Background: an optimization exercise with open tools, aiming at small area, a short achievable clock period and few clock cycles per item. Do not read the settings as production practice. In this exercise RTL edits were held to simulation tests only and were not proved equivalent to the original. Power figures rest on the tool's default switching activity, not on a simulated workload.

JK:
Design vs23_quantizer, start of the top module:
module vs23_quantizer (
    input  wire        clk,
    input  wire        rst,         
    input  wire        in_valid,
    output wire        in_ready,
    input  wire [23:0] in_rgb,      
    output wire        out_valid,
    input  wire        out_ready,
    output wire [7:0]  out_code,
    output wire        out_hit      
);
==> module vs23_quantizer, before the edit <==
module vs23_quantizer (
    input  wire        clk,
    input  wire        rst,         
    input  wire        in_valid,
    output wire        in_ready,
    input  wire [23:0] in_rgb,      
    output wire        out_valid,
    input  wire        out_ready,
    output wire [7:0]  out_code,
    output wire        out_hit      
);
    reg [23:0] q;
    reg        v1, v2, rdy;
    wire       acc = in_valid & rdy;
    wire [7:0] r = q[23:16];
    wire [7:0] g = q[15:8];
    wire [7:0] b = q[7:0];
    wire r_gt_g, g_gt_r, g_gt_b, b_gt_g, r_gt_b, b_gt_r;
    vs23_cmp u_cmp_rg (.x(r), .y(g), .gt(r_gt_g), .lt(g_gt_r));
    vs23_cmp u_cmp_gb (.x(g), .y(b), .gt(g_gt_b), .lt(b_gt_g));
    vs23_cmp u_cmp_rb (.x(r), .y(b), .gt(r_gt_b), .lt(b_gt_r));
    reg [3:0] sector;
    always @(*) begin
        if      (!b_gt_r && b_gt_g) sector = 4'd1;    
        else if (!g_gt_r && g_gt_b) sector = 4'd2;    
        else if (!r_gt_b && r_gt_g) sector = 4'd3;    
        else if (!g_gt_b && g_gt_r) sector = 4'd4;    
        else if (!r_gt_g && r_gt_b) sector = 4'd5;    
        else if (!b_gt_g && b_gt_r) sector = 4'd6;    
        else if (r_gt_g)            sector = 4'd7;
        else if (g_gt_r)            sector = 4'd8;
        else if (b_gt_r)            sector = 4'd9;
        else                        sector = 4'd0;
    end
    wire [15:0] lyA, lyB;
    vs23_luma_csa u_csa (.r(r), .g(g), .b(b), .a(lyA), .b2(lyB));
    wire [216:0] l;
    wire [255:0] mn;
    wire        hit_s;
    wire [1:0]  hit_d;
    wire [7:0]  pc_a, pc_b;
    wire [31:0] hn, wn;
    vs23_pre   u_pre   (.q(q), .hn(hn), .wn(wn));
    vs23_lines u_lines (.hn(hn), .wn(wn), .l(l));
    vs23_match u_match (.l(l), .mn(mn));
    vs23_enc   u_enc   (.mn(mn), .hit_s(hit_s), .hit_d(hit_d), .pc_a(pc_a), .pc_b(pc_b));
    reg        s_hit_s;
    reg [1:0]  s_hit_d;
    reg [7:0]  s_pc_a, s_pc_b;
    reg [3:0]  s_sector;
    reg [15:0] s_lyA, s_lyB;
    wire [3:0] luma4;
    vs23_luma_add u_add (.a(s_lyA), .b(s_lyB), .y(luma4));
    wire       hit_d2 = s_hit_d[0] | s_hit_d[1];
    wire       hit2   = hit_d2 | s_hit_s;
    wire [7:0] pcode  = (s_pc_a | s_pc_b) ^ 8'hba;
    wire [8:0] res = {hit2, hit_d2 ? pcode : {s_sector, luma4}};
    reg [8:0] e0;
    reg [8:0] e1;
    reg [8:0] e2;
    reg [8:0] e3;
    reg [3:0] f;    
    wire pop  = f[0] & out_ready;
    wire push = v2;
    wire [3:0] f_next = (pop & ~push) ? {1'b0, f[3:1]} :
                         (push & ~pop) ? {f[2:0], 1'b1} : f;
    wire [2:0] n_base = {2'b0, f[0]} + {2'b0, f[1]} + {2'b0, f[2]} + {2'b0, f[3]} + {2'b0, v2} + {2'b0, v1};
    wire rdy_nopop_noacc = n_base < 3'd4;
    wire rdy_nopop_acc   = n_base < 3'd3;
    wire rdy_pop_noacc   = n_base < 3'd5;
    wire rdy_pop_acc     = n_base < 3'd4;
    wire rdy_next = pop ? (acc ? rdy_pop_acc : rdy_pop_noacc)
                        : (acc ? rdy_nopop_acc : rdy_nopop_noacc);
    always @(posedge clk) begin
        q        <= in_rgb;
        s_hit_s  <= hit_s;
        s_hit_d  <= hit_d;
        s_pc_a   <= pc_a;
        s_pc_b   <= pc_b;
        s_sector <= sector;
        s_lyA    <= lyA;
        s_lyB    <= lyB;
        e0 <= pop ? (f[1] ? e1 : res) : (f[0] ? e0 : res);
        e1 <= pop ? (f[2] ? e2 : res) : (f[1] ? e1 : res);
        e2 <= pop ? (f[3] ? e3 : res) : (f[2] ? e2 : res);
        e3 <= pop ? (1'b0 ? res : res) : (f[3] ? e3 : res);
        if (rst) begin
            v1  <= 1'b0;
            v2  <= 1'b0;
            rdy <= 1'b1;
            f   <= 4'd0;
        end else begin
            v1  <= acc;
            v2  <= v1;
            rdy <= rdy_next;
            f   <= f_next;
        end
    end
    assign in_ready  = rdy;
    assign out_valid = f[0];
    assign out_code  = e0[7:0];
    assign out_hit   = e0[8];
endmodule
==> module vs23_enc, before the edit <==
module vs23_enc (input wire [255:0] mn, output wire hit_s, output wire [1:0] hit_d,
                 output wire [7:0] pc_a, output wire [7:0] pc_b);
    assign hit_s = ~&(mn | ~256'h8200020008000080200000009041004900140004000000001040010000000401);
    assign hit_d[0] = ~&(mn | ~256'h000000000000000000000000000000001febfffbffffffffefbffefffffffbfe);
    assign hit_d[1] = ~&(mn | ~256'h7dfffdfff7ffff7fdfffffff6fbeffb6e0000000000000000000000000000000);
    assign pc_a[0] = ~&(mn | ~256'h00000000000000000000000000000000050812eb1f6a55076885fcb5304ab354);
    assign pc_b[0] = ~&(mn | ~256'h34a31169173f525c8d140ade008817a638000000000000000000000000000000);
    assign pc_a[1] = ~&(mn | ~256'h0000000000000000000000000000000499e39ef9a072a30922ab04416e430a20);
    assign pc_b[1] = ~&(mn | ~256'h0054a801b35f0f479ce5d1cd25244c9000000000000000000000000000000000);
    assign pc_a[2] = ~&(mn | ~256'h0000000000000000000000000000000016e031d0a10cd439698e82059acb817c);
    assign pc_b[2] = ~&(mn | ~256'h192344f9859b3475d0184e622d0c1c2480000000000000000000000000000000);
    assign pc_a[3] = ~&(mn | ~256'h00000000000000000000000000000000000be4b2544e93d94c208637f59293c8);
    assign pc_b[3] = ~&(mn | ~256'h5018fd689512b87e8637252105048b9007000000000000000000000000000000);
    assign pc_a[4] = ~&(mn | ~256'h000000000000000000000000000000001ea3d938aa7e1f66051388c86f62810c);
    assign pc_b[4] = ~&(mn | ~256'h09d9bc261098f03d5c79670a6f30c68240000000000000000000000000000000);
    assign pc_a[5] = ~&(mn | ~256'h000000000000000000000000000000000000593a52a64eeaee15c07e00453b6a);
    assign pc_b[5] = ~&(mn | ~256'h00b0208c0241fb045aa3044f03960032fde88000000000000000000000000000);
    assign pc_a[6] = ~&(mn | ~256'h00000000000000000000000000000000004922909f0ed98e0b8fd0487255ba0a);
    assign pc_b[6] = ~&(mn | ~256'h25e4e18e7431017100c943336824712254800000000000000000000000000000);
    assign pc_a[7] = ~&(mn | ~256'h0000000000000000000000000000000006c19e191122fa1401942c55cec38950);
    assign pc_b[7] = ~&(mn | ~256'h5110b01fb03c3c0a9142f902602ae404f0000000000000000000000000000000);
endmodule
clock: 10.0 ns
lec_check: 0
cap_margin: 20
core_margin: 2
core_utilization: 30
setup_slack_margin: 5
slew_margin: 20
synth_hierarchical: 1
synth_memory_max_bits: 16384
synth_minimum_keep_size: 0
standard.sh (not shown) runs the stock make flow with config.mk's settings and CLKGATE_MAP_FILE= SYNTH_SCRIPT=/design/flow/synth_recipe.tcl, a recipe that flattens the netlist after the stock synthesis.
==> flow/flow/run.sh <==
#!/bin/bash
set -euo pipefail
bash standard.sh SETUP_SLACK_MARGIN=7 finish > standard_flow.log 2>&1
Testbench counts of JK, summed over its fixed seeds: cycles 4,824, items 4,800.
> inputs changed (JK -> MS)
diff --git a/flow/design.v b/flow/design.v
--- a/flow/design.v
+++ b/flow/design.v
@@ -37,23 +37,18 @@
     wire [216:0] l;
     wire [255:0] mn;
-    wire        hit_s;
-    wire [1:0]  hit_d;
-    wire [7:0]  pc_a, pc_b;
+    wire        hit, hit_d;
+    wire [7:0]  pcode;
     wire [31:0] hn, wn;
     vs23_pre   u_pre   (.q(q), .hn(hn), .wn(wn));
     vs23_lines u_lines (.hn(hn), .wn(wn), .l(l));
     vs23_match u_match (.l(l), .mn(mn));
-    vs23_enc   u_enc   (.mn(mn), .hit_s(hit_s), .hit_d(hit_d), .pc_a(pc_a), .pc_b(pc_b));
-    reg        s_hit_s;
-    reg [1:0]  s_hit_d;
-    reg [7:0]  s_pc_a, s_pc_b;
+    vs23_enc   u_enc   (.mn(mn), .hit(hit), .hit_d(hit_d), .pcode(pcode));
+    reg        s_hit, s_hit_d;
+    reg [7:0]  s_pcode;
     reg [3:0]  s_sector;
     reg [15:0] s_lyA, s_lyB;
     wire [3:0] luma4;
     vs23_luma_add u_add (.a(s_lyA), .b(s_lyB), .y(luma4));
-    wire       hit_d2 = s_hit_d[0] | s_hit_d[1];
-    wire       hit2   = hit_d2 | s_hit_s;
-    wire [7:0] pcode  = (s_pc_a | s_pc_b) ^ 8'hba;
-    wire [8:0] res = {hit2, hit_d2 ? pcode : {s_sector, luma4}};
+    wire [8:0] res = {s_hit, s_hit_d ? s_pcode : {s_sector, luma4}};
     reg [8:0] e0;
     reg [8:0] e1;
@@ -74,8 +69,7 @@
     always @(posedge clk) begin
         q        <= in_rgb;
-        s_hit_s  <= hit_s;
+        s_hit    <= hit;
         s_hit_d  <= hit_d;
-        s_pc_a   <= pc_a;
-        s_pc_b   <= pc_b;
+        s_pcode  <= pcode;
         s_sector <= sector;
         s_lyA    <= lyA;
@@ -863,24 +857,15 @@
     assign mn[255] = ~(l[57] & l[107] & l[161] & l[216]);    
 endmodule
-module vs23_enc (input wire [255:0] mn, output wire hit_s, output wire [1:0] hit_d,
-                 output wire [7:0] pc_a, output wire [7:0] pc_b);
-    assign hit_s = ~&(mn | ~256'h8200020008000080200000009041004900140004000000001040010000000401);
-    assign hit_d[0] = ~&(mn | ~256'h000000000000000000000000000000001febfffbffffffffefbffefffffffbfe);
-    assign hit_d[1] = ~&(mn | ~256'h7dfffdfff7ffff7fdfffffff6fbeffb6e0000000000000000000000000000000);
-    assign pc_a[0] = ~&(mn | ~256'h00000000000000000000000000000000050812eb1f6a55076885fcb5304ab354);
-    assign pc_b[0] = ~&(mn | ~256'h34a31169173f525c8d140ade008817a638000000000000000000000000000000);
-    assign pc_a[1] = ~&(mn | ~256'h0000000000000000000000000000000499e39ef9a072a30922ab04416e430a20);
-    assign pc_b[1] = ~&(mn | ~256'h0054a801b35f0f479ce5d1cd25244c9000000000000000000000000000000000);
-    assign pc_a[2] = ~&(mn | ~256'h0000000000000000000000000000000016e031d0a10cd439698e82059acb817c);
-    assign pc_b[2] = ~&(mn | ~256'h192344f9859b3475d0184e622d0c1c2480000000000000000000000000000000);
-    assign pc_a[3] = ~&(mn | ~256'h00000000000000000000000000000000000be4b2544e93d94c208637f59293c8);
-    assign pc_b[3] = ~&(mn | ~256'h5018fd689512b87e8637252105048b9007000000000000000000000000000000);
-    assign pc_a[4] = ~&(mn | ~256'h000000000000000000000000000000001ea3d938aa7e1f66051388c86f62810c);
-    assign pc_b[4] = ~&(mn | ~256'h09d9bc261098f03d5c79670a6f30c68240000000000000000000000000000000);
-    assign pc_a[5] = ~&(mn | ~256'h000000000000000000000000000000000000593a52a64eeaee15c07e00453b6a);
-    assign pc_b[5] = ~&(mn | ~256'h00b0208c0241fb045aa3044f03960032fde88000000000000000000000000000);
-    assign pc_a[6] = ~&(mn | ~256'h00000000000000000000000000000000004922909f0ed98e0b8fd0487255ba0a);
-    assign pc_b[6] = ~&(mn | ~256'h25e4e18e7431017100c943336824712254800000000000000000000000000000);
-    assign pc_a[7] = ~&(mn | ~256'h0000000000000000000000000000000006c19e191122fa1401942c55cec38950);
-    assign pc_b[7] = ~&(mn | ~256'h5110b01fb03c3c0a9142f902602ae404f0000000000000000000000000000000);
+module vs23_enc (input wire [255:0] mn, output wire hit, output wire hit_d, output wire [7:0] pcode);
+    wire hit_s = ~&(mn | ~256'h8200020008000080200000009041004900140004000000001040010000000401);
+    assign hit_d = ~&(mn | ~256'h7dfffdfff7ffff7fdfffffff6fbeffb6ffebfffbffffffffefbffefffffffbfe);
+    assign hit = hit_d | hit_s;
+    assign pcode[0] = ~&(mn | ~256'h34a31169173f525c8d140ade008817a63d0812eb1f6a55076885fcb5304ab354);
+    assign pcode[1] = &(mn | ~256'h0054a801b35f0f479ce5d1cd25244c9499e39ef9a072a30922ab04416e430a20);
+    assign pcode[2] = ~&(mn | ~256'h192344f9859b3475d0184e622d0c1c2496e031d0a10cd439698e82059acb817c);
+    assign pcode[3] = &(mn | ~256'h5018fd689512b87e8637252105048b90070be4b2544e93d94c208637f59293c8);
+    assign pcode[4] = &(mn | ~256'h09d9bc261098f03d5c79670a6f30c6825ea3d938aa7e1f66051388c86f62810c);
+    assign pcode[5] = &(mn | ~256'h00b0208c0241fb045aa3044f03960032fde8d93a52a64eeaee15c07e00453b6a);
+    assign pcode[6] = ~&(mn | ~256'h25e4e18e7431017100c943336824712254c922909f0ed98e0b8fd0487255ba0a);
+    assign pcode[7] = &(mn | ~256'h5110b01fb03c3c0a9142f902602ae404f6c19e191122fa1401942c55cec38950);
 endmodule
- MS and JK ended up with roughly the same clock network area share.
- Going from JK to MS, internal power went down by 1.4%; met3 wire length rose 35%; total power rose about 0.43%; fraction of the core area covered by cells at the end of the flow went up 1.3 points; biggest fanout along the worst timing path decreased by 1 relative to the old numbers.
- NOTE: number of detailed-route iterations in the first pass in MS exceeds that of JK
- The simple-gate share of the synthesized area number comes out higher for JK vs MS.
- Share of the synthesized area in compound gates (AO/OA/AOI/OAI) was lower in the run labelled MS.
- MS: total track usage higher than JK
- For area of the multi-input gates, MS and JK come out practically identical.
- | signal arrival time at the worst endpoint | MS vs JK | 0.06 ns lower |
Testbench counts of MS, summed over its fixed seeds: cycles 4,824, items 4,800.

## re-timing with driven ports
How much do the figures lean on ideal ports? The routed layouts below were timed once more, with nothing changed but the port constraints. Step 1: set_driving_cell puts a clkbuf_16 on clk and a buf_2 on each other input, an assumption about the parent block. Step 2, shift: input delay + t, output delay - t, t = (earliest + latest rising clock arrival at the registers) / 2. This alone moves slack from input paths to output paths. Three values: no drivers, after step 1, after step 2; two values: the first two.
run	shift t [ns]	setup slack, ns	clock arrival spread, ns	worst slew at a driven data input, ns	cell pins on the clock port's net
JK	0.490	6.849 / 6.849 / 6.714	0.021 / 0.022	0.04	1
MS	0.461	6.821 / 6.821 / 6.616	0.015 / 0.014	0.04	1
After both steps every run listed still meets setup and hold. For MS, which loses most, drivers alone change the setup slack by 0.000 ns; drivers and shift together by -0.205 ns.
